This is an optimization exercise on Yosys and OpenROAD, whose aim is a short achievable clock period and few clock cycles per item, not a production implementation. Function was checked by simulation only, so behaviour that the tests miss may differ from the original. No activity file was given, so power comes from the tool's default toggle rates.

## flow/design.v

```verilog
module bcs (
    input  wire       clk,
    input  wire       rst,           
    input  wire       we,
    input  wire [4:0] addr,
    input  wire [7:0] wdata,
    output wire [7:0] rdata,
    input  wire       push_valid,
    input  wire [7:0] push_data,
    output wire       push_ready,
    output wire       pop_valid,
    output wire [7:0] pop_data,
    input  wire       pop_ready
);
    localparam [2:0] PH_IDLE     = 3'd0,
                     PH_LEN_LO   = 3'd1,
                     PH_LEN_HI   = 3'd2,
                     PH_FLAG     = 3'd3,
                     PH_PAYLOAD  = 3'd4,
                     PH_CHECKSUM = 3'd5;
    localparam [1:0] ERR_NONE     = 2'd0,
                     ERR_ILLEGAL  = 2'd1,
                     ERR_BUSY     = 2'd2,
                     ERR_OVERFLOW = 2'd3;
    reg        ovfchk;
    reg [7:0]  flag;
    reg [7:0]  namelen;
    reg [7:0]  htype;
    reg [31:0] plen;
    reg [15:0] hdlen;
    reg [15:0] hparam1;
    reg [15:0] hparam2;
    reg [7:0]  name [0:9];
    reg        plen_b3_nz;   
    reg        plen_b2_nz;   
    reg        plen_b1_ff;   
    reg        plen_b0_fe;   
    reg [1:0]  errcode;
    reg [7:0]  chk;
    reg [15:0] blen;
    reg [2:0]  phase;
    reg        op_enc;       
    reg        op_hblk;      
    reg [31:0] remain;       
    reg [4:0]  idx;          
    reg [7:0]  w_flag;
    reg [7:0]  hrec [0:16];
    reg [7:0]  outbuf;
    reg        outvld;
    reg        done;
    wire busy    = (phase != PH_IDLE) || outvld;
    wire in_pay  = (phase == PH_PAYLOAD) && op_enc;
    wire inrdy   = in_pay && !outvld;
    wire [7:0] status = {phase, outvld, inrdy, (errcode != ERR_NONE), done, busy};
    wire adv = !outvld || pop_ready;
    assign push_ready = in_pay && adv;
    assign pop_valid  = outvld;
    assign pop_data   = outbuf;
    reg [7:0] packed_hdr [0:16];
    integer k;
    always @(*) begin
        packed_hdr[0] = htype;
        for (k = 0; k < 10; k = k + 1)
            packed_hdr[1 + k] = (k < namelen) ? name[k] : 8'h20;
        packed_hdr[11] = hdlen[7:0];
        packed_hdr[12] = hdlen[15:8];
        packed_hdr[13] = hparam1[7:0];
        packed_hdr[14] = hparam1[15:8];
        packed_hdr[15] = hparam2[7:0];
        packed_hdr[16] = hparam2[15:8];
    end
    wire [7:0] rd_src [0:31];
    assign rd_src[5'h00] = 8'h00;
    assign rd_src[5'h01] = status;
    assign rd_src[5'h02] = {6'b0, errcode};
    assign rd_src[5'h03] = {7'b0, ovfchk};
    assign rd_src[5'h04] = flag;
    assign rd_src[5'h05] = namelen;
    assign rd_src[5'h06] = htype;
    assign rd_src[5'h07] = 8'h00;
    assign rd_src[5'h08] = plen[7:0];
    assign rd_src[5'h09] = plen[15:8];
    assign rd_src[5'h0A] = plen[23:16];
    assign rd_src[5'h0B] = plen[31:24];
    assign rd_src[5'h0C] = hdlen[7:0];
    assign rd_src[5'h0D] = hdlen[15:8];
    assign rd_src[5'h0E] = hparam1[7:0];
    assign rd_src[5'h0F] = hparam1[15:8];
    assign rd_src[5'h10] = hparam2[7:0];
    assign rd_src[5'h11] = hparam2[15:8];
    assign rd_src[5'h12] = name[0];
    assign rd_src[5'h13] = name[1];
    assign rd_src[5'h14] = name[2];
    assign rd_src[5'h15] = name[3];
    assign rd_src[5'h16] = name[4];
    assign rd_src[5'h17] = name[5];
    assign rd_src[5'h18] = name[6];
    assign rd_src[5'h19] = name[7];
    assign rd_src[5'h1A] = name[8];
    assign rd_src[5'h1B] = name[9];
    assign rd_src[5'h1C] = chk;
    assign rd_src[5'h1D] = blen[7:0];
    assign rd_src[5'h1E] = blen[15:8];
    assign rd_src[5'h1F] = 8'h00;
    wire [7:0] grp_sel;                  
    bcs_dec3 u_grp_dec (.a(addr[4:2]), .y(grp_sel));
    genvar b, h;
    generate
        for (b = 0; b < 8; b = b + 1) begin : g_rd
            wire [7:0] grp_n;            
            for (h = 0; h < 8; h = h + 1) begin : g_grp
                wire m01_n, m23_n, m;
                bcs_mux2i u_m01 (.s(addr[0]), .a(rd_src[4*h+0][b]), .b(rd_src[4*h+1][b]), .y(m01_n));
                bcs_mux2i u_m23 (.s(addr[0]), .a(rd_src[4*h+2][b]), .b(rd_src[4*h+3][b]), .y(m23_n));
                bcs_mux2i u_m   (.s(addr[1]), .a(m01_n), .b(m23_n), .y(m));
                bcs_nand2 u_grp (.a(m), .b(grp_sel[h]), .y(grp_n[h]));
            end
            wire lo_n, hi_n;
            bcs_and4  u_lo (.a(grp_n[0]), .b(grp_n[1]), .c(grp_n[2]), .d(grp_n[3]), .y(lo_n));
            bcs_and4  u_hi (.a(grp_n[4]), .b(grp_n[5]), .c(grp_n[6]), .d(grp_n[7]), .y(hi_n));
            bcs_nand2 u_out (.a(lo_n), .b(hi_n), .y(rdata[b]));
        end
    endgenerate
    wire cmd_wr      = we && (addr == 5'h00);
    wire cmd_legal   = (wdata[7:4] == 4'h0) && (wdata[3:0] <= 4'h4);
    wire plen_ovf    = ovfchk && (plen_b3_nz || plen_b2_nz || (plen_b1_ff && plen_b0_fe));
    wire [15:0] plen_plus2 = plen[15:0] + 16'd2;
    always @(posedge clk) begin
        if (rst) begin
            ovfchk  <= 1'b0;
            flag    <= 8'h00;
            namelen <= 8'd5;
            htype   <= 8'h00;
            plen    <= 32'h0;
            hdlen   <= 16'h0;
            hparam1 <= 16'h0;
            hparam2 <= 16'h0;
            name[0] <= 8'h48;    
            name[1] <= 8'h45;    
            name[2] <= 8'h4C;    
            name[3] <= 8'h4C;    
            name[4] <= 8'h4F;    
            name[5] <= 8'h00;
            name[6] <= 8'h00;
            name[7] <= 8'h00;
            name[8] <= 8'h00;
            name[9] <= 8'h00;
            plen_b3_nz <= 1'b0;
            plen_b2_nz <= 1'b0;
            plen_b1_ff <= 1'b0;
            plen_b0_fe <= 1'b0;
        end else if (we) begin
            case (addr)
                5'h03: ovfchk        <= wdata[0];
                5'h04: flag          <= wdata;
                5'h05: namelen       <= wdata;
                5'h06: htype         <= wdata;
                5'h08: begin
                    plen[7:0]   <= wdata;
                    plen_b0_fe  <= (wdata[7:1] == 7'h7F);
                end
                5'h09: begin
                    plen[15:8]  <= wdata;
                    plen_b1_ff  <= (wdata == 8'hFF);
                end
                5'h0A: begin
                    plen[23:16] <= wdata;
                    plen_b2_nz  <= (wdata != 8'h00);
                end
                5'h0B: begin
                    plen[31:24] <= wdata;
                    plen_b3_nz  <= (wdata != 8'h00);
                end
                5'h0C: hdlen[7:0]    <= wdata;
                5'h0D: hdlen[15:8]   <= wdata;
                5'h0E: hparam1[7:0]  <= wdata;
                5'h0F: hparam1[15:8] <= wdata;
                5'h10: hparam2[7:0]  <= wdata;
                5'h11: hparam2[15:8] <= wdata;
                5'h12: name[0] <= wdata;
                5'h13: name[1] <= wdata;
                5'h14: name[2] <= wdata;
                5'h15: name[3] <= wdata;
                5'h16: name[4] <= wdata;
                5'h17: name[5] <= wdata;
                5'h18: name[6] <= wdata;
                5'h19: name[7] <= wdata;
                5'h1A: name[8] <= wdata;
                5'h1B: name[9] <= wdata;
                default: ;
            endcase
        end
    end
    always @(posedge clk) begin
        if (rst) begin
            errcode <= ERR_NONE;
            chk     <= 8'h00;
            blen    <= 16'h0;
            phase   <= PH_IDLE;
            op_enc  <= 1'b0;
            op_hblk <= 1'b0;
            remain  <= 32'h0;
            idx     <= 5'd0;
            w_flag  <= 8'h00;
            for (k = 0; k < 17; k = k + 1)
                hrec[k] <= 8'h00;
            outbuf  <= 8'h00;
            outvld  <= 1'b0;
            done    <= 1'b0;
        end else begin
            if (!busy) begin
                for (k = 0; k < 17; k = k + 1)
                    hrec[k] <= packed_hdr[k];
                remain <= plen;
                w_flag <= flag;
            end
            if (adv) begin
                outvld <= 1'b0;
                case (phase)
                    PH_LEN_HI: begin
                        outbuf <= blen[15:8];
                        outvld <= 1'b1;
                        phase  <= PH_FLAG;
                    end
                    PH_FLAG: begin
                        outbuf <= op_enc ? w_flag : 8'h00;
                        outvld <= 1'b1;
                        chk    <= op_enc ? w_flag : 8'h00;
                        if (op_enc && remain == 32'h0)
                            phase <= PH_CHECKSUM;
                        else
                            phase <= PH_PAYLOAD;
                    end
                    PH_PAYLOAD: begin
                        if (op_enc) begin
                            if (push_valid) begin
                                outbuf <= push_data;
                                outvld <= 1'b1;
                                chk    <= chk ^ push_data;
                                remain <= remain - 32'd1;
                                if (remain == 32'd1)
                                    phase <= PH_CHECKSUM;
                            end
                        end else begin
                            outbuf <= hrec[idx];
                            outvld <= 1'b1;
                            chk    <= chk ^ hrec[idx];
                            idx    <= idx + 5'd1;
                            if (idx == 5'd16) begin
                                if (op_hblk) begin
                                    phase <= PH_CHECKSUM;
                                end else begin
                                    phase <= PH_IDLE;
                                    done  <= 1'b1;
                                end
                            end
                        end
                    end
                    PH_CHECKSUM: begin
                        outbuf <= chk;
                        outvld <= 1'b1;
                        phase  <= PH_IDLE;
                        done   <= 1'b1;
                    end
                    default: ;
                endcase
            end
            if (cmd_wr) begin
                if (busy) begin
                    errcode <= ERR_BUSY;
                end else if (!cmd_legal) begin
                    errcode <= ERR_ILLEGAL;
                end else begin
                    case (wdata[2:0])
                        3'd1: begin  
                            if (plen_ovf) begin
                                errcode <= ERR_OVERFLOW;
                            end else begin
                                op_enc  <= 1'b1;
                                op_hblk <= 1'b0;
                                blen    <= plen_plus2;
                                chk     <= 8'h00;
                                done    <= 1'b0;
                                outbuf  <= plen_plus2[7:0];
                                outvld  <= 1'b1;
                                phase   <= PH_LEN_HI;
                            end
                        end
                        3'd2: begin  
                            op_enc  <= 1'b0;
                            op_hblk <= 1'b0;
                            idx     <= 5'd1;
                            chk     <= packed_hdr[0];
                            done    <= 1'b0;
                            outbuf  <= packed_hdr[0];
                            outvld  <= 1'b1;
                            phase   <= PH_PAYLOAD;
                        end
                        3'd3: begin  
                            op_enc  <= 1'b0;
                            op_hblk <= 1'b1;
                            idx     <= 5'd0;
                            blen    <= 16'd19;
                            chk     <= 8'h00;
                            done    <= 1'b0;
                            outbuf  <= 8'h13;
                            outvld  <= 1'b1;
                            phase   <= PH_LEN_HI;
                        end
                        3'd4: begin  
                            errcode <= ERR_NONE;
                            done    <= 1'b0;
                        end
                        default: ;  
                    endcase
                end
            end
        end
    end
endmodule
module bcs_mux2i (input wire s, input wire a, input wire b, output wire y);
    assign y = ~(s ? b : a);
endmodule
module bcs_dec3 (input wire [2:0] a, output wire [7:0] y);
    assign y[0] = ~a[2] & ~a[1] & ~a[0];
    assign y[1] = ~a[2] & ~a[1] &  a[0];
    assign y[2] = ~a[2] &  a[1] & ~a[0];
    assign y[3] = ~a[2] &  a[1] &  a[0];
    assign y[4] =  a[2] & ~a[1] & ~a[0];
    assign y[5] =  a[2] & ~a[1] &  a[0];
    assign y[6] =  a[2] &  a[1] & ~a[0];
    assign y[7] =  a[2] &  a[1] &  a[0];
endmodule
module bcs_nand2 (input wire a, input wire b, output wire y);
    assign y = ~(a & b);
endmodule
module bcs_and4 (input wire a, input wire b, input wire c, input wire d,
                 output wire y);
    assign y = a & b & c & d;
endmodule
```

## flow/flow/run.sh

```bash
#!/bin/bash
# The standard layout, with the read-path pins placed together (flow/io.tcl,
# run just before IO placement). Each tool's output goes to ORFS's own logs
# under orfs/logs; standard.sh's output goes to standard.log here.
set -euo pipefail
here=$(pwd)
echo "export PRE_IO_PLACEMENT_TCL = $here/flow/io.tcl" >> "$FLOW_CONFIG"
bash standard.sh > standard.log 2>&1
```

## flow/flow/io.tcl

```tcl
# Before IO placement: keep the register window's pins (addr, we, wdata,
# rdata) together in the middle of the left edge, so the configuration
# registers and the read mux sit close to them and the read path (addr to
# rdata) stays short.
set die [ord::get_die_area]
set h [expr {[lindex $die 3] - [lindex $die 1]}]
set lo [expr {int([lindex $die 1] + 0.30 * $h)}]
set hi [expr {int([lindex $die 1] + 0.70 * $h)}]
set win_pins {}
foreach p {addr[4] addr[3] addr[2] addr[1] addr[0] we
           wdata[0] wdata[1] wdata[2] wdata[3] wdata[4] wdata[5] wdata[6] wdata[7]
           rdata[0] rdata[1] rdata[2] rdata[3] rdata[4] rdata[5] rdata[6] rdata[7]} {
  lappend win_pins [get_ports $p]
}
set_io_pin_constraint -pin_names $win_pins -region left:$lo-$hi
```

## flow/standard.sh

```bash
#!/bin/bash
# synth_recipe.tcl (not shown) runs the flow's synth.tcl, then flattens the netlist and writes it again
# the make line also repeats each setting of config.mk as NAME=value (left out here)
make -C /OpenROAD-flow-scripts/flow DESIGN_CONFIG=/design/flow/config.mk WORK_HOME=/design/flow/orfs CLKGATE_MAP_FILE= SYNTH_SCRIPT=/design/flow/synth_recipe.tcl "${@:-finish}"
```

## flow/config.mk

```make
export PLATFORM = sky130hd
export DESIGN_NAME = bcs
export DESIGN_NICKNAME = bcs
export VERILOG_FILES = /design/flow/design.v
export SDC_FILE = /design/flow/constraint.sdc
export NUM_CORES = 4
export LEC_CHECK = 0
export CAP_MARGIN = 20
export CORE_MARGIN = 2
export CORE_UTILIZATION = 40
export PLACE_DENSITY = 0.6
export SETUP_SLACK_MARGIN = 3.2
export SLEW_MARGIN = 20
export SYNTH_HIERARCHICAL = 1
export PRE_IO_PLACEMENT_TCL = /design/flow/flow/io.tcl
```

## flow/constraint.sdc

```tcl
create_clock -name core_clock -period 6.0 [get_ports {clk}]
set_input_delay 1.2000 -clock core_clock [delete_from_list [all_inputs] [get_ports {clk}]]
set_output_delay 1.2000 -clock core_clock [all_outputs]
set_load 0.01 [all_outputs]
```

==> qor.yml, run 1 <==
synth:
  synth_edf_count: 0
  avgSynthCellArea_um2: 8.40
  yosysTopAreaCellShare_pct: 40.5
  syn_inst: 2418
  yosysUniqueCellTypes: 78
  synth_area_leaders: "dfxtp_1 40%, mux2i_1 16%, nand2_1 6.4%"
  yosys_register_bits: 411
  yosysSeqAreaShare_pct: 40.5
  synthTopCellsByCount: "411 x dfxtp_1, 345 x nand2_1, 319 x mux2i_1, 309 x nor2_1, 196 x a21oi_1"
  yosysTopAreaCell: "dfxtp_1"
  yosysMostFrequentCell: "dfxtp_1"
  yosysWarnings: 13
  ys_async_sr_fraction_pct: 0
  synth_flop_cell: "dfxtp_1"
  syn_area_um2: 20300
critical_path:
  worstPathArrival_ns: 2.52
  critPathSlowestCell: "mux2i_2"
  worstSetupStartpointType: "primary input"
  worst_r2r_endpoint: "hrec[6][1]"
  path_class: "in -> out"
  rr_startpoint: "phase[0]"
  crit_fanout: 8
  cp_common_cell: "buf_16"
  reg2regPathDepth: 8
  worstPathCellList: "buf_16, buf_16, buf_4, mux2i_2, mux2i_1, nand2_1, and4_4, nand2_2, buf_6"
  cp.required_ns: 4.80
  endpoint_kind: "output pin"
  timing.reg2reg.setup_slack_ns: 3.21
  slowest_delay_ns: 0.25
placement:
  dp_worst_setup_slack_ns: 1.17
  dp_hpwl_um: 53100
  dp_cells: 3042
  gp_congestion: 0.983
  portBuffers: 43
clocking:
  clkSinkCount: 411
  cts-root-buf: "clkbuf_16"
  cts-buffers-inserted: 46
  cts.clk_slew.worst_paths_ns: 0.06
  postCtsHoldBufs: 0
  clockBufferDepth: 3
  cts_tree: "yes"
  htreeDepth: 2
  clk_latency_ns: 0.62
power_and_ir_drop:
  max-vdd-ir-drop_mv: 0.194
  power_frac_comb_pct: 7.6
  p_leak_nw: 9.31
  pwr-share-clk_pct: 46.7
  power_density_nw_per_um2: 246
  netSwitchingFraction_pct: 25.5
  internal-power_w: 0.00453
  p_switching_w: 0.00155
  pwr-share-seq_pct: 45.7
detailed_routing:
  post_drt_via_cell_ratio: 6.12
  via_count: 19600
  final_antenna_net_count: 0
  drcViolationCount: 0
  wl_um: 81100
  avgRoutedWirePerCell_um: 25.4
  dr.pass1.iters: 6
  drt_iter0_markers: 2700
floorplanning:
  initial_utilization_pct: 40.5
  core_area_um2: 50200
  pin_count: 44
  num_rows: 82
  fp.dieW_um: 229
  die-area_um2: 52600
  die_h_um: 229
timing:
  fmax_ghz: 0.269
  drv_slew: 0
  finClkSkew_ns: 0.0314
  worst_pin_slew_ns: 1.04
  fin_tns_setup_ns: 0
  setup_ws_ns: 2.28
  fin_crit_ns: 3.72
  setup_viol: 0
  slew_headroom_pct: 30.7
  final_hold_viol_count: 0
  fin_crit_sh_pct: 61.9
  rsz0062_at_grt: "yes"
global_routing:
  grt_pass1_vias: 18100
  overflow: 0
  grt_max_degree: 204
  grt_pass1_wl_um: 119000
  antenna_found_initial: 0
  track_usage_pct: 30.0
cells_and_area:
  syn_to_final_growth_pct: 21.6
  drive_gt1_share_pct: 14.6
  fillers: 4716
  diodes: 0
  final_util_pct: 49.3
  fin_cells: 3193
  nets: 2520
hold_path:
  hold_class: "reg -> reg"
  hold_path.startpoint: "hrec[12][7]"
  worstHoldPathCells: 2
  min_to: "hrec[12][7]"
run_status:
  status: "no timing/DRC/antenna violations"
run:
  cap_violations: 0
routing by layer:
| layer | global-route usage [%] | share of wire, % | vias to the layer above |
|---|---|---|---|
| li1 | - | - | 8746 |
| met2 | 42.6 | 42 | 1161 |
| met1 | 43.5 | 43 | 9455 |
| met3 | 6.08 | 11 | 195 |
| met5 | 0 | 0 | - |
| met4 | 13.1 | 4.6 | 0 |
metrics by stage:
stage | hold WS [ns] | instance area [um^2] | total power, W
2_1_floorplan | 0.429 | 20600 | 0.00303
3_3_place_gp | 0.439 | 21500 | 0.00320
3_5_place_dp | 0.445 | 21500 | 0.00320
4_1_cts | 0.455 | 24300 | 0.00607
5_1_grt | 0.482 | 24700 | 0.00622
6_report | 0.458 | 24700 | 0.00607
timing repair:
action	in CTS	in global routing
pin swaps	43	29
endpoints found under the setup margin	355	87
cloned	13	0
buffers inserted	41	12
gates resized for setup	265	57
layout make-up:
cell class | instances | area [um^2] | area share [%]
multi-input combinational | 1847 | 12200 | 49.3
tap | 672 | 841 | 3.40
clock inverter | 15 | 129 | 0.521
sequential | 411 | 8250 | 33.4
inverter | 31 | 131 | 0.532
timing repair buffer | 148 | 1800 | 7.28
clock buffer | 69 | 1380 | 5.57
Yosys stat by module (local to each module, per instance):
module / copies in the design / cells / area, um^2 / flops+latches
bcs: 1 / 2130 / 17900 / 411
bcs_dec3: 1 / 8 / 65.1 / 0
bcs_mux2i: 192 / 1 / 10.0 / 0
bcs_and4: 16 / 1 / 8.76 / 0
bcs_nand2: 72 / 1 / 3.75 / 0
sequential cells by signal (all words and copies together) (netlist names), 16 cells and up:
register	cells
plen	32
hparam2	16
hrec	136
hdlen	16
name	80
blen	16
hparam1	16
remain	32
layout by cell type (no fill, tap or decap), types with 17 or more instances in the layout:
cell type and count:
nand2_1 334, clkbuf_16 46, a211o_1 20, mux2i_2 17, inv_1 26, dfxtp_1 404
mux2i_1 299, nor2_1 296, nand3_1 80, nor3_1 24, buf_6 27, conb_1 37
a21oi_1 186, a22oi_1 101, o21ai_0 44, nor2b_1 27, buf_4 60
power groups by stage:
stage | combinational [W] | clock [W] | sequential, W
final | 0.000462 | 0.00284 | 0.00278
after global routing | 0.000478 | 0.00296 | 0.00278
after CTS | 0.000440 | 0.00285 | 0.00278
after detailed placement | 0.000364 | 0 | 0.00284
after global placement | 0.000360 | 0 | 0.00284
after floorplan | 0.000207 | 0 | 0.00283
critical path: cells and delay by family:
| kind | cells | cell delay [ns] |
|---|---|---|
| muxes | 2 | 0.36 |
| buffers and inverters | 4 | 0.54 |
| and+or+nand+nor | 3 | 0.40 |
cells by family (layout without fill, tap and decap cells):
family	Yosys count	in the layout	share of synthesized area, %
buffers and inverters	197	263	3.83
adder cells (fa/ha/maj)	9	9	0.554
flip-flops	411	411	40.5
other	1	37	0.0185
AO/OA/AOI/OAI	516	516	16.6
AND/OR/NAND/NOR	927	928	20.6
XOR/XNOR	17	17	0.733
multiplexers	340	340	17.2
worst max-delay path by stage:
stage	startpoint	end	slack (ns)	cells after the start
after detailed placement	addr[4]	rdata[4]	1.17	6
after floorplan	wdata[6]	chk[7]	2.78	9
final	addr[0]	rdata[3]	2.28	9
after CTS	addr[0]	rdata[2]	2.33	9
after global routing	addr[0]	rdata[3]	2.27	9
after global placement	addr[4]	rdata[4]	1.20	6
Testbench counts, summed over its fixed seeds: cycles 47,101, bytes 46,188.
==> run 2: changes to the inputs <==
--- a/flow/design.v
+++ b/flow/design.v
@@ -102,23 +102,26 @@
     assign rd_src[5'h1D] = blen[7:0];
     assign rd_src[5'h1E] = blen[15:8];
     assign rd_src[5'h1F] = 8'h00;
-    wire [7:0] grp_sel;                  
-    bcs_dec3 u_grp_dec (.a(addr[4:2]), .y(grp_sel));
-    genvar b, h;
+    genvar b, i;
     generate
         for (b = 0; b < 8; b = b + 1) begin : g_rd
-            wire [7:0] grp_n;            
-            for (h = 0; h < 8; h = h + 1) begin : g_grp
-                wire m01_n, m23_n, m;
-                bcs_mux2i u_m01 (.s(addr[0]), .a(rd_src[4*h+0][b]), .b(rd_src[4*h+1][b]), .y(m01_n));
-                bcs_mux2i u_m23 (.s(addr[0]), .a(rd_src[4*h+2][b]), .b(rd_src[4*h+3][b]), .y(m23_n));
-                bcs_mux2i u_m   (.s(addr[1]), .a(m01_n), .b(m23_n), .y(m));
-                bcs_nand2 u_grp (.a(m), .b(grp_sel[h]), .y(grp_n[h]));
-            end
-            wire lo_n, hi_n;
-            bcs_and4  u_lo (.a(grp_n[0]), .b(grp_n[1]), .c(grp_n[2]), .d(grp_n[3]), .y(lo_n));
-            bcs_and4  u_hi (.a(grp_n[4]), .b(grp_n[5]), .c(grp_n[6]), .d(grp_n[7]), .y(hi_n));
-            bcs_nand2 u_out (.a(lo_n), .b(hi_n), .y(rdata[b]));
+            wire [15:0] m0;              
+            wire [7:0]  m1;              
+            wire [3:0]  m2;              
+            wire [1:0]  m3;              
+            for (i = 0; i < 16; i = i + 1) begin : g_l0
+                bcs_mux2i u (.s(addr[0]), .a(~rd_src[2*i][b]), .b(~rd_src[2*i+1][b]), .y(m0[i]));
+            end
+            for (i = 0; i < 8; i = i + 1) begin : g_l1
+                bcs_mux2i u (.s(addr[1]), .a(m0[2*i]), .b(m0[2*i+1]), .y(m1[i]));
+            end
+            for (i = 0; i < 4; i = i + 1) begin : g_l2
+                bcs_mux2i u (.s(addr[2]), .a(m1[2*i]), .b(m1[2*i+1]), .y(m2[i]));
+            end
+            for (i = 0; i < 2; i = i + 1) begin : g_l3
+                bcs_mux2i u (.s(addr[3]), .a(m2[2*i]), .b(m2[2*i+1]), .y(m3[i]));
+            end
+            bcs_mux2i u_l4 (.s(addr[4]), .a(m3[0]), .b(m3[1]), .y(rdata[b]));
         end
     endgenerate
     wire cmd_wr      = we && (addr == 5'h00);
@@ -321,20 +324,3 @@
 module bcs_mux2i (input wire s, input wire a, input wire b, output wire y);
     assign y = ~(s ? b : a);
 endmodule
-module bcs_dec3 (input wire [2:0] a, output wire [7:0] y);
-    assign y[0] = ~a[2] & ~a[1] & ~a[0];
-    assign y[1] = ~a[2] & ~a[1] &  a[0];
-    assign y[2] = ~a[2] &  a[1] & ~a[0];
-    assign y[3] = ~a[2] &  a[1] &  a[0];
-    assign y[4] =  a[2] & ~a[1] & ~a[0];
-    assign y[5] =  a[2] & ~a[1] &  a[0];
-    assign y[6] =  a[2] &  a[1] & ~a[0];
-    assign y[7] =  a[2] &  a[1] &  a[0];
-endmodule
-module bcs_nand2 (input wire a, input wire b, output wire y);
-    assign y = ~(a & b);
-endmodule
-module bcs_and4 (input wire a, input wire b, input wire c, input wire d,
-                 output wire y);
-    assign y = a & b & c & d;
-endmodule
==> run 2 against run 1 <==
  * Critical path depth shrank 1
  * Flip-flop and latch count unchanged
  * Power rose by 12%
  * Register-to-register slack worse by 0.22 ns
  * Via count up 1.9%
  * Area after synthesis is 4.3% higher
  * Sequential power increased by 2%
  * Utilization fell by 0.81 points
  * Critical endpoint is now rdata[7]
==> qor.yml, run 2 <==
run_status:
  status: "no timing/DRC/antenna violations"
detailed_routing:
  drcViolationCount: 0  # unchanged
  final_antenna_net_count: 0  # unchanged
  post_drt_via_cell_ratio: 5.88  # -4.1%
  avgRoutedWirePerCell_um: 24.6  # -3.1%
  dr.pass1.iters: 6  # unchanged
  via_count: 19900  # +1.9%
  drt_iter0_markers: 2604  # -3.6%
  wl_um: 83500  # +3.0%
synth:
  yosysMostFrequentCell: "dfxtp_1"
  synthTopCellsByCount: "411 x dfxtp_1, 391 x mux2i_1, 320 x nor2_1, 293 x nand2_1, 230 x inv_1"
  avgSynthCellArea_um2: 8.18  # -2.7%
  yosysUniqueCellTypes: 76  # -2.6%
  yosys_register_bits: 411  # unchanged
  synth_area_leaders: "dfxtp_1 39%, mux2i_1 18%, nor2_1 5.7%"
  synth_edf_count: 0  # unchanged
  yosysWarnings: 10  # -3
  ys_async_sr_fraction_pct: 0  # unchanged
  yosysTopAreaCellShare_pct: 38.8  # -1.7 points
  syn_area_um2: 21200  # +4.3%
  yosysSeqAreaShare_pct: 38.8  # -1.7 points
  synth_flop_cell: "dfxtp_1"
  yosysTopAreaCell: "dfxtp_1"
  syn_inst: 2593  # +7.2%
critical_path:
  crit_fanout: 8  # unchanged
  cp.required_ns: 4.80  # about the same
  path_class: "in -> out"
  critPathLaunch: "addr[0]"
  rr_startpoint: "phase[0]"
  endpoint_kind: "output pin"
  worstPathArrival_ns: 2.74  # +0.22 ns
  worstSetupStartpointType: "primary input"
cells_and_area:
  layout_commonest_cell: "dfxtp_1"
  regMostFlops: "hrec"
  mostFrequentLayoutCells: "404 x dfxtp_1, 364 x mux2i_1, 308 x nor2_1, 290 x nand2_1, 229 x inv_1"
  syn_to_final_growth_pct: 19.9
  largest_reg_flops: 136  # unchanged
  fillers: 5072  # +7.5%
  nets: 2703  # +7.3%
  top_regs: "hrec x136, name x80"
  drive_gt1_share_pct: 12.1  # -2.6 points
timing:
  fmax_ghz: 0.254  # -5.8%
  slew_headroom_pct: 21.6  # -9.1 points
  worst_pin_slew_ns: 1.18  # +0.137 ns
  fin_tns_setup_ns: 0  # unchanged
  finClkSkew_ns: 0.0276  # -0.00377 ns
  final_hold_viol_count: 0  # unchanged
  setup_viol: 0  # unchanged
  fin_crit_sh_pct: 65.7  # +3.8 points
  fin_crit_ns: 3.94  # +0.227 ns
  rsz0062_at_grt: "yes"
  drv_slew: 0  # unchanged
  hold_ws_ns: 0.452  # -0.00643 ns
floorplanning:
  fp.dieW_um: 234  # +2.1%
  die-area_um2: 54900  # +4.3%
  pin_count: 44  # unchanged
  initial_utilization_pct: 40.4  # -0.080 points
  die_h_um: 234  # +2.1%
  core_area_um2: 52400  # +4.5%
  num_rows: 84  # +2.4%
run:
  cap_violations: 0  # unchanged
global_routing:
  track_usage_pct: 29.7  # -0.21 points
  overflow: 0  # unchanged
  antenna_found_initial: 3  # +3
  grt_max_degree: 203  # -0.49%
  grt_pass1_vias: 18200  # +0.48%
  grt_pass1_wl_um: 121000  # +1.3%
hold_path:
  hold_path.startpoint: "remain[8]"
  hold_class: "reg -> reg"
clocking:
  clk_latency_ns: 0.60  # -0.02 ns
  postCtsHoldBufs: 0  # unchanged
  cts_tree: "yes"
  clockBufferDepth: 3  # unchanged
  cts.clk_slew.worst_paths_ns: 0.06  # about the same
  cts-root-buf: "clkbuf_16"
  clkSinkCount: 411  # unchanged
  cts-buffers-inserted: 46  # unchanged
  htreeDepth: 2  # unchanged
placement:
  dp_hpwl_um: 56500  # +6.4%
  portBuffers: 43  # unchanged
  gp_congestion: 0.982  # about the same
power_and_ir_drop:
  max-vdd-ir-drop_mv: 0.234  # +21%
  power_density_nw_per_um2: 268  # +9.2%
  p_leak_nw: 9.52  # +2.2%
[run 2: cell count changes in the layout (fill, tap and decap cells not counted), sizes merged, moves of 11 or more]
cell	change
a22o	-13
a22oi	-16
and4	-18
inv	+203
mux2i	+72
nand2	-51
nor2b	-20
o21ai	-20
o22ai	+17
xnor2	+11
[run 2: layer usage]
layer / track usage [%] / up-vias / share of wire (%) / wire length (um)
met4: 13.4 / 2 / 4.9 / 4120
met3: 4.55 / 183 / 8.1 / 6740
met5: 0 / - / 0.016 / 13
met2: 45.1 / 981 / 44 / 36500
met1: 41.6 / 9683 / 43 / 36100
li1: - / 9083 / - / -
[run 2: cells by family (layout without fill, tap and decap cells)]
logic type | after synthesis | count (layout) | share of synthesized area (%)
AOI/OAI and AO/OA | 501 | 501 | 15.5
DFF | 411 | 411 | 38.8
and+or+nand+nor | 846 | 846 | 17.8
other | 1 | 38 | 0.0177
xor gates and xnor gates | 31 | 31 | 1.28
adders and majority gates | 9 | 9 | 0.531
muxes | 397 | 397 | 18.8
buffers and inverters | 397 | 471 | 7.23
[run 2: layout make-up]
class                      count  area (um^2)  share of cell area (%)
clock inverter                16          216                   0.852
sequential                   411         8240                    32.4
inverter                     232          877                    3.45
tap                          688          861                    3.39
clock buffer                  67         1390                    5.48
timing repair buffer         156         1750                    6.88
multi-input combinational   1821        12100                    47.5
antenna                        1         2.50                 0.00985
[run 2: worst paths after layout]
kind	end	slack, ns	cells past startpoint
worst max-delay path	rdata[7]	2.06	8
worst min-delay path	remain[8]	0.45	2
worst max register to register	hrec[1][6]	2.99	7
worst min register to register	remain[8]	0.45	2
[run 2: metrics by stage]
| step | cell area [um^2] | total power (W) | std cells | setup slack (ns) | util (%) |
|---|---|---|---|---|---|
| after floorplan | 21400 | 0.00340 | 2629 | 2.77 | - |
| after global placement | 22400 | 0.00375 | 3241 | 0.836 | 42.7 |
| after detailed placement | 22400 | 0.00375 | 3242 | 0.774 | 42.7 |
| after CTS | 24700 | 0.00679 | 3352 | 2.14 | 47.1 |
| after global routing | 25400 | 0.00703 | 3391 | 2.08 | 48.4 |
| final | 25400 | 0.00682 | 3392 | 2.06 | 48.5 |
[run 2: modules after synthesis (local to each module, per instance)]
module	flip-flops and latches	area, um^2	cells
bcs_mux2i	0	10.0	1
bcs	411	18700	2345
[run 2: critical path: stages]
cell     delay [ns]
buf_16         0.13
buf_12         0.14
mux2i_1        0.21
mux2i_1        0.11
mux2i_1        0.23
mux2i_1        0.14
mux2i_2        0.35
buf_2          0.21
[run 2: where the power goes]
group,switching (W),leakage (nW),internal [W]
Clock,0.00120,0.802,0.00182
Combinational,0.000654,5.39,0.000309
Sequential,0.0000542,3.33,0.00279
[run 2: timing repair]
action / in CTS / in global routing
buffers inserted: 19 / 34
pin swaps: 5 / 9
endpoints found under the setup margin: 356 / 190
cloned: 8 / 5
resized for setup: 147 / 70
Testbench counts of run 2, summed over its fixed seeds: cycles 47,101, bytes 46,188.
==> run 3: changes to the inputs <==
--- a/flow/config.mk
+++ b/flow/config.mk
@@ -9,7 +9,7 @@
 export CORE_MARGIN = 2
 export CORE_UTILIZATION = 40
 export PLACE_DENSITY = 0.6
-export SETUP_SLACK_MARGIN = 3.2
+export SETUP_SLACK_MARGIN = 3.5
 export SLEW_MARGIN = 20
 export SYNTH_HIERARCHICAL = 1
 export PRE_IO_PLACEMENT_TCL = /design/flow/flow/io.tcl
==> run 3 against run 2 <==
  * Sequential power about the same
  * Still clean on timing, DRC and antenna
  * Critical path depth fell by 1
  * Cell count up 0.97%
  * Largest cell class unchanged
  * Die area is the same
==> qor.yml, run 3 <==
run_status:
  status: "no timing/DRC/antenna violations"
cells_and_area:
  largest_reg_flops: 136  # unchanged
  final_area_um2: 26200  # +3.0%
  mostFrequentLayoutCells: "405 x dfxtp_1, 361 x mux2i_1, 301 x nor2_1, 286 x nand2_1, 227 x inv_1"
  syn_to_final_growth_pct: 23.5
  nets: 2736  # +1.2%
  drive_gt1_share_pct: 15.2  # +3.1 points
  diodes: 0  # -1
  regMostFlops: "hrec"
  top_regs: "hrec x136, name x80"
  layout_commonest_cell: "dfxtp_1"
synth:
  yosysWarnings: 10  # unchanged
  yosysTopAreaCellShare_pct: 38.8  # unchanged
  synth_area_leaders: "dfxtp_1 39%, mux2i_1 18%, nor2_1 5.7%"
  synth_flop_cell: "dfxtp_1"
  syn_inst: 2593  # unchanged
  avgSynthCellArea_um2: 8.18  # unchanged
  yosysUniqueCellTypes: 76  # unchanged
  yosysSeqAreaShare_pct: 38.8  # unchanged
  ys_async_sr_fraction_pct: 0  # unchanged
  yosysTopAreaCell: "dfxtp_1"
  syn_area_um2: 21200  # unchanged
  synthTopCellsByCount: "411 x dfxtp_1, 391 x mux2i_1, 320 x nor2_1, 293 x nand2_1, 230 x inv_1"
  synth_edf_count: 0  # unchanged
  yosys_register_bits: 411  # unchanged
  yosysMostFrequentCell: "dfxtp_1"
timing:
  fin_crit_ns: 4.00  # +0.0586 ns
  setup_ws_ns: 2.00  # -0.0586 ns
  fmax_ghz: 0.250  # -1.5%
  fin_crit_sh_pct: 66.7  # +0.98 points
  drv_slew: 0  # unchanged
  worst_pin_slew_ns: 1.13  # -0.0463 ns
  hold_ws_ns: 0.454  # +0.00250 ns
  final_hold_viol_count: 0  # unchanged
  slew_headroom_pct: 24.7  # +3.1 points
  rsz0062_at_grt: "yes"
  finClkSkew_ns: 0.0290  # +0.00136 ns
  setup_viol: 0  # unchanged
  fin_tns_setup_ns: 0  # unchanged
placement:
  dp_hpwl_um: 55400  # -1.8%
  dp_worst_setup_slack_ns: 0.797  # +0.0232 ns
  gp_congestion: 0.954  # -2.9%
  portBuffers: 43  # unchanged
  post_dp_cell_area_um2: 22400  # about the same
global_routing:
  grt_pass1_vias: 18600  # +2.3%
  grt_pass1_wl_um: 124000  # +2.4%
  grt_max_degree: 204  # +0.49%
  overflow: 0  # unchanged
  track_usage_pct: 30.6  # +0.82 points
  antenna_found_initial: 3  # unchanged
floorplanning:
  die-area_um2: 54900  # unchanged
  initial_utilization_pct: 40.4  # unchanged
  die_h_um: 234  # unchanged
  core_area_um2: 52400  # unchanged
  pin_count: 44  # unchanged
  num_rows: 84  # unchanged
  fp.dieW_um: 234  # unchanged
power_and_ir_drop:
  p_leak_nw: 9.80  # +2.9%
  power_density_nw_per_um2: 259  # -3.5%
  max-vdd-ir-drop_mv: 0.230  # -1.9%
clocking:
  cts-root-buf: "clkbuf_16"
  cts-buffers-inserted: 46  # unchanged
  clockBufferDepth: 3  # unchanged
  clk_latency_ns: 0.60  # about the same
  cts.clk_slew.worst_paths_ns: 0.05  # about the same
  htreeDepth: 2  # unchanged
  clkSinkCount: 411  # unchanged
  cts_tree: "yes"
critical_path:
  cp.required_ns: 4.80  # about the same
  rr_startpoint: "idx[2]"
  endpoint_kind: "output pin"
  reg2regPathDepth: 8  # +1
  timing.reg2reg.setup_slack_ns: 3.19  # +0.20 ns
  worstPathArrival_ns: 2.80  # +0.06 ns
  crit_end: "rdata[4]"
  worstSetupStartpointType: "primary input"
  critPathLaunch: "addr[0]"
  worst_r2r_endpoint: "outbuf[0]"
  crit_fanout: 10  # +2
  path_class: "in -> out"
detailed_routing:
  post_drt_via_cell_ratio: 5.89  # +0.15%
  wl_um: 86300  # +3.3%
  via_count: 20200  # +1.1%
  dr.pass1.iters: 8  # +2
  drt_iter0_markers: 2278  # -13%
  drcViolationCount: 0  # unchanged
  final_antenna_net_count: 0  # unchanged
  avgRoutedWirePerCell_um: 25.2  # +2.3%
hold_path:
  worstHoldPathCells: 2  # unchanged
  hold_class: "reg -> reg"
run:
  cap_violations: 0  # unchanged
[run 3: critical path, stage by stage]
cell and delay, ns:
buf_16 0.15, mux2i_1 0.21, mux2i_1 0.16, mux2i_1 0.35, mux2i_1 0.16, mux2i_2 0.35, buf_2 0.21
[run 3: how the worst min path moves through the flow]
stage	startpoint	to	slack, ns
floorplan	remain[8]	remain[8]	0.43
global placement	hrec[8][7]	hrec[8][7]	0.44
detailed placement	hrec[8][2]	hrec[8][2]	0.44
CTS	hrec[15][3]	hrec[15][3]	0.45
global route	hrec[13][4]	hrec[13][4]	0.47
finish	hrec[14][2]	hrec[14][2]	0.45
[run 3: cell type report]
type | count | area, um^2
fill | 4952 | 26300
multi-input combinational | 1825 | 12400
sequential | 411 | 8240
timing repair buffer | 185 | 2220
clock buffer | 67 | 1330
inverter | 232 | 905
tap | 688 | 861
clock inverter | 17 | 180
[run 3: per-layer routing]
metal  wire length, um  GRT usage (%)  part of all wire [%]
met4              4200           13.5                   4.9
met2             39100           48.5                    45
met5                13              0                 0.015
met3              7100           4.61                   8.2
met1             35900           41.1                    42
[run 3: stage by stage]
stage	cells	total power [W]	utilization, %
floorplan	2629	0.00341	-
global placement	3235	0.00374	42.7
detailed placement	3235	0.00375	42.7
CTS	3378	0.00671	48.4
global route	3425	0.00697	49.9
finish	3425	0.00678	49.9
[run 3: what timing repair did]
| item | in CTS | in global routing |
|---|---|---|
| gates cloned | 17 | 8 |
| endpoints found under the hold margin | 0 | 0 |
| endpoints found under the setup margin | 427 | 259 |
| hold buffers | 0 | 0 |
| pin swaps | 21 | 32 |
| buffers inserted | 42 | 39 |
| gates resized for setup | 261 | 88 |
[run 3: power breakdown]
group / switching (W) / internal [W] / leakage (nW) / total [W]
Clock: 0.00121 / 0.00167 / 0.742 / 0.00288
Sequential: 0.0000524 / 0.00279 / 3.33 / 0.00284
Combinational: 0.000701 / 0.000362 / 5.73 / 0.00106
Total: 0.00196 / 0.00482 / 9.80 / 0.00678
[run 3: modules after synthesis (local to each module, per instance)]
module / cells / copies in the design
bcs: 2345 / 1
bcs_mux2i: 1 / 248
[run 3: kinds of logic (layout without fill, tap and decap cells)]
logic type / Yosys count / after routing / synth area share (%)
AOI/OAI and AO/OA: 501 / 504 / 15.5
xor gates and xnor gates: 31 / 31 / 1.28
adders and majority gates: 9 / 9 / 0.531
buffers and inverters: 397 / 501 / 7.23
DFF: 411 / 411 / 38.8
muxes: 397 / 397 / 18.8
other: 1 / 37 / 0.0177
and+or+nand+nor: 846 / 847 / 17.8
==> run 4: changes to the inputs <==
==> flow/run.sh (new file) <==
#!/bin/bash
# synth_recipe.tcl (not shown) runs the flow's synth.tcl, then flattens the netlist and writes it again
# the make line also repeats each setting of config.mk as NAME=value (left out here)
make -C /OpenROAD-flow-scripts/flow DESIGN_CONFIG=/design/flow/config.mk WORK_HOME=/design/flow/orfs CLKGATE_MAP_FILE= SYNTH_SCRIPT=/design/flow/synth_recipe.tcl finish
--- a/flow/config.mk
+++ b/flow/config.mk
@@ -9,7 +9,6 @@
 export CORE_MARGIN = 2
 export CORE_UTILIZATION = 40
 export PLACE_DENSITY = 0.6
-export SETUP_SLACK_MARGIN = 3.5
+export SETUP_SLACK_MARGIN = 3.2
 export SLEW_MARGIN = 20
 export SYNTH_HIERARCHICAL = 1
-export PRE_IO_PLACEMENT_TCL = /design/flow/flow/io.tcl
removed: flow/flow/run.sh
removed: flow/flow/io.tcl
removed: flow/standard.sh
==> run 4 against run 3 <==
  * Still clean
  * Combinational power decreased by 6%
  * Non-clock buffer count is 14 lower
  * Critical path type unchanged
  * Sequential power about the same
  * Largest cell class unchanged
==> qor.yml, run 4 <==
clocking:
  cts_tree: "yes"
  cts.clk_slew.worst_paths_ns: 0.05  # about the same
  htreeDepth: 2  # unchanged
  clockBufferDepth: 3  # unchanged
  cts-buffers-inserted: 45  # -2.2%
  clkSinkCount: 411  # unchanged
  clk_latency_ns: 0.59  # about the same
  cts-root-buf: "clkbuf_16"
critical_path:
  path_class: "in -> out"
  path_buf_inv: 3  # +1
  worstPathCellList: "buf_16, buf_16, mux2i_1, mux2i_1, mux2i_1, mux2i_1, mux2i_2, buf_2"
  crit_fanout: 10  # unchanged
  cp_common_cell: "mux2i_1"
  endpoint_kind: "output pin"
  crit_family: "multiplexers"
  cp.depth: 8  # +1
  worstPathArrival_ns: 2.73  # -0.07 ns
  worstSetupStartpointType: "primary input"
  reg2regPathDepth: 7  # -1
  cp.required_ns: 4.80  # about the same
  slowest_delay_ns: 0.33  # -0.02 ns
  critPathSlowestCell: "mux2i_2"
timing:
  slew_headroom_pct: 21.6  # -3.1 points
  setup_viol: 0  # unchanged
  finClkSkew_ns: 0.0183  # -0.0107 ns
  drv_slew: 0  # unchanged
  rsz0062_at_grt: "yes"
  fmax_ghz: 0.255  # +2.0%
  fin_crit_ns: 3.93  # -0.0767 ns
  final_hold_viol_count: 0  # unchanged
  worst_pin_slew_ns: 1.18  # +0.0467 ns
  hold_ws_ns: 0.451  # -0.00309 ns
  fin_crit_sh_pct: 65.4  # -1.3 points
  fin_tns_setup_ns: 0  # unchanged
floorplanning:
  pin_count: 44  # unchanged
  num_rows: 84  # unchanged
  die_h_um: 234  # unchanged
  core_area_um2: 52400  # unchanged
  die-area_um2: 54900  # unchanged
  initial_utilization_pct: 40.4  # unchanged
  fp.dieW_um: 234  # unchanged
detailed_routing:
  post_drt_via_cell_ratio: 5.95  # +1.1%
  drcViolationCount: 0  # unchanged
  avgRoutedWirePerCell_um: 25.4  # +0.77%
  drt_iter0_markers: 2814  # +24%
  wl_um: 86500  # +0.21%
  final_antenna_net_count: 0  # unchanged
  dr.pass1.iters: 8  # unchanged
  via_count: 20300  # +0.52%
cells_and_area:
  syn_to_final_growth_pct: 20.9
  mostFrequentLayoutCells: "404 x dfxtp_1, 373 x mux2i_1, 314 x nor2_1, 287 x nand2_1, 226 x inv_1"
  layout_commonest_cell: "dfxtp_1"
  diodes: 0  # unchanged
  regMostFlops: "hrec"
  drive_gt1_share_pct: 13.0  # -2.2 points
  fin_cells: 3406  # -0.55%
  nets: 2723  # -0.48%
  largest_reg_flops: 136  # unchanged
  top_regs: "hrec x136, name x80"
synth:
  yosysTopAreaCellShare_pct: 38.8  # unchanged
  yosysUniqueCellTypes: 76  # unchanged
  avgSynthCellArea_um2: 8.18  # unchanged
  yosysTopAreaCell: "dfxtp_1"
  syn_area_um2: 21200  # unchanged
  synth_area_leaders: "dfxtp_1 39%, mux2i_1 18%, nor2_1 5.7%"
  synth_flop_cell: "dfxtp_1"
  yosysSeqAreaShare_pct: 38.8  # unchanged
  yosysWarnings: 10  # unchanged
  ys_async_sr_fraction_pct: 0  # unchanged
  syn_inst: 2593  # unchanged
  synth_edf_count: 0  # unchanged
  yosys_register_bits: 411  # unchanged
  synthTopCellsByCount: "411 x dfxtp_1, 391 x mux2i_1, 320 x nor2_1, 293 x nand2_1, 230 x inv_1"
  yosysMostFrequentCell: "dfxtp_1"
placement:
  dp_cells: 3243  # +0.25%
  gp_congestion: 0.981  # +2.8%
  portBuffers: 43  # unchanged
  dp_hpwl_um: 57600  # +3.9%
global_routing:
  grt_pass1_vias: 18400  # -1.1%
  overflow: 0  # unchanged
  grt_max_degree: 167  # -18%
  grt_pass1_wl_um: 124000  # +0.17%
  antenna_found_initial: 2  # -1
  track_usage_pct: 30.7  # +0.16 points
run_status:
  status: "no timing/DRC/antenna violations"
power_and_ir_drop:
  power_density_nw_per_um2: 265  # +2.4%
  max-vdd-ir-drop_mv: 0.211  # -8.0%
  p_leak_nw: 9.65  # -1.5%
hold_path:
  worstHoldPathCells: 2  # unchanged
  hold_class: "reg -> reg"
run:
  cap_violations: 0  # unchanged
## run 4: cell counts after synthesis
No cell type changed its count.
## run 4: logic make-up after synthesis
kind of cell    after synthesis  synth area share [%]
fa+ha+maj                     9                 0.531
flops                       411                  38.8
buf+inv                     397                  7.23
compound gates              501                  15.5
other cells                   1                0.0177
xor+xnor                     31                  1.28
mux                         397                  18.8
simple gates                846                  17.8
## run 4: per-layer routing
| metal | GRT usage [%] | up-vias | routed length, um |
|---|---|---|---|
| li1 | - | 9137 | - |
| met1 | 42.5 | 9867 | 36600 |
| met2 | 46.0 | 1063 | 37200 |
| met3 | 6.83 | 191 | 8630 |
| met4 | 12.9 | 4 | 3980 |
| met5 | 0 | - | 28 |
## run 4: cell type report
class                           count  area (um^2)
Fill cell                        4923        26800
Timing Repair inverter              1         8.76
Inverter                          232          907
Clock inverter                     14          226
Timing Repair Buffer              171         1930
Multi-Input combinational cell   1826        12100
Tap cell                          688          861
Clock buffer                       63         1330
Sequential cell                   411         8240
## run 4: path summary, 6_finish.rpt
kind	startpoint	end	slack [ns]
max	addr[0]	rdata[2]	2.07
min	hrec[12][7]	hrec[12][7]	0.45
max reg2reg	idx[3]	outbuf[2]	3.16
min reg2reg	hrec[12][7]	hrec[12][7]	0.45
## run 4: through the flow
| stage | util [%] | setup WS, ns | instance area, um^2 | total power (W) |
|---|---|---|---|---|
| 2_1_floorplan | - | 2.77 | 21400 | 0.00340 |
| 3_3_place_gp | 42.7 | 0.994 | 22400 | 0.00374 |
| 6_report | 48.9 | 2.07 | 25600 | 0.00680 |
| 4_1_cts | 48.0 | 2.15 | 25200 | 0.00677 |
| 5_1_grt | 48.9 | 2.05 | 25600 | 0.00698 |
| 3_5_place_dp | 42.7 | 0.899 | 22400 | 0.00375 |
## run 4: report_power, final
group / internal [W] / switching, W / total [W]
Sequential: 0.00279 / 0.0000556 / 0.00284
Combinational: 0.000322 / 0.000671 / 0.000993
Clock: 0.00179 / 0.00117 / 0.00296
## run 4: repair_timing
action                     4_1_cts  5_1_grt
hold endpoints to repair         0        0
resized for setup              203       60
setup endpoints to repair      333      181
gates cloned                    14        6
pin swaps                       17       17
buffers inserted                41       25
hold buffers                     0        0
## run 4: modules after synthesis, one instance, submodules excluded
| module | copies in the design | cells inside |
|---|---|---|
| bcs | 1 | 2345 |
| bcs_mux2i | 248 | 1 |
## run 4: worst min-delay path, delay by kind of cell, from the launching register on
| family | cells | cell delay [ns] |
|---|---|---|
| flip-flops | 1 | 0.30 |
| AND/OR/NAND/NOR | 1 | 0.05 |
| AO/OA/AOI/OAI | 1 | 0.05 |

[what the ideal ports hide]
How much do the figures lean on ideal ports? The routed layouts below were timed once more, with nothing changed but the port constraints.
Step 1, drivers: a clkbuf_16 drives clk and a buf_2 each remaining input, both assumed.
Step 2 moves the port delays by t, midway between the first and last clock arrival at a register: inputs arrive t later, outputs are due t later. That takes back most of the time a late clock gives input paths.
a / b / c = ideal / step 1 / step 2; a / b = the first two.
run | shift t [ns] | setup WS [ns] | hold WS [ns] | cell pins on the clock port's net
run 1 | 0.667 | 2.283 / 1.844 / 1.844 | 0.458 / 0.458 / 0.458 | 1
run 2 | 0.648 | 2.057 / 1.551 / 1.551 | 0.452 / 0.452 / 0.452 | 1
run 3 | 0.641 | 1.998 / 1.343 / 1.343 | 0.454 / 0.454 / 0.454 | 1
run 4 | 0.641 | 2.075 / 1.703 / 1.703 | 0.451 / 0.451 / 0.451 | 1
After both steps setup and hold are still met in every run listed. The setup slack of run 3, which loses most, moves by -0.655 ns with the drivers and by -0.655 ns with both steps.
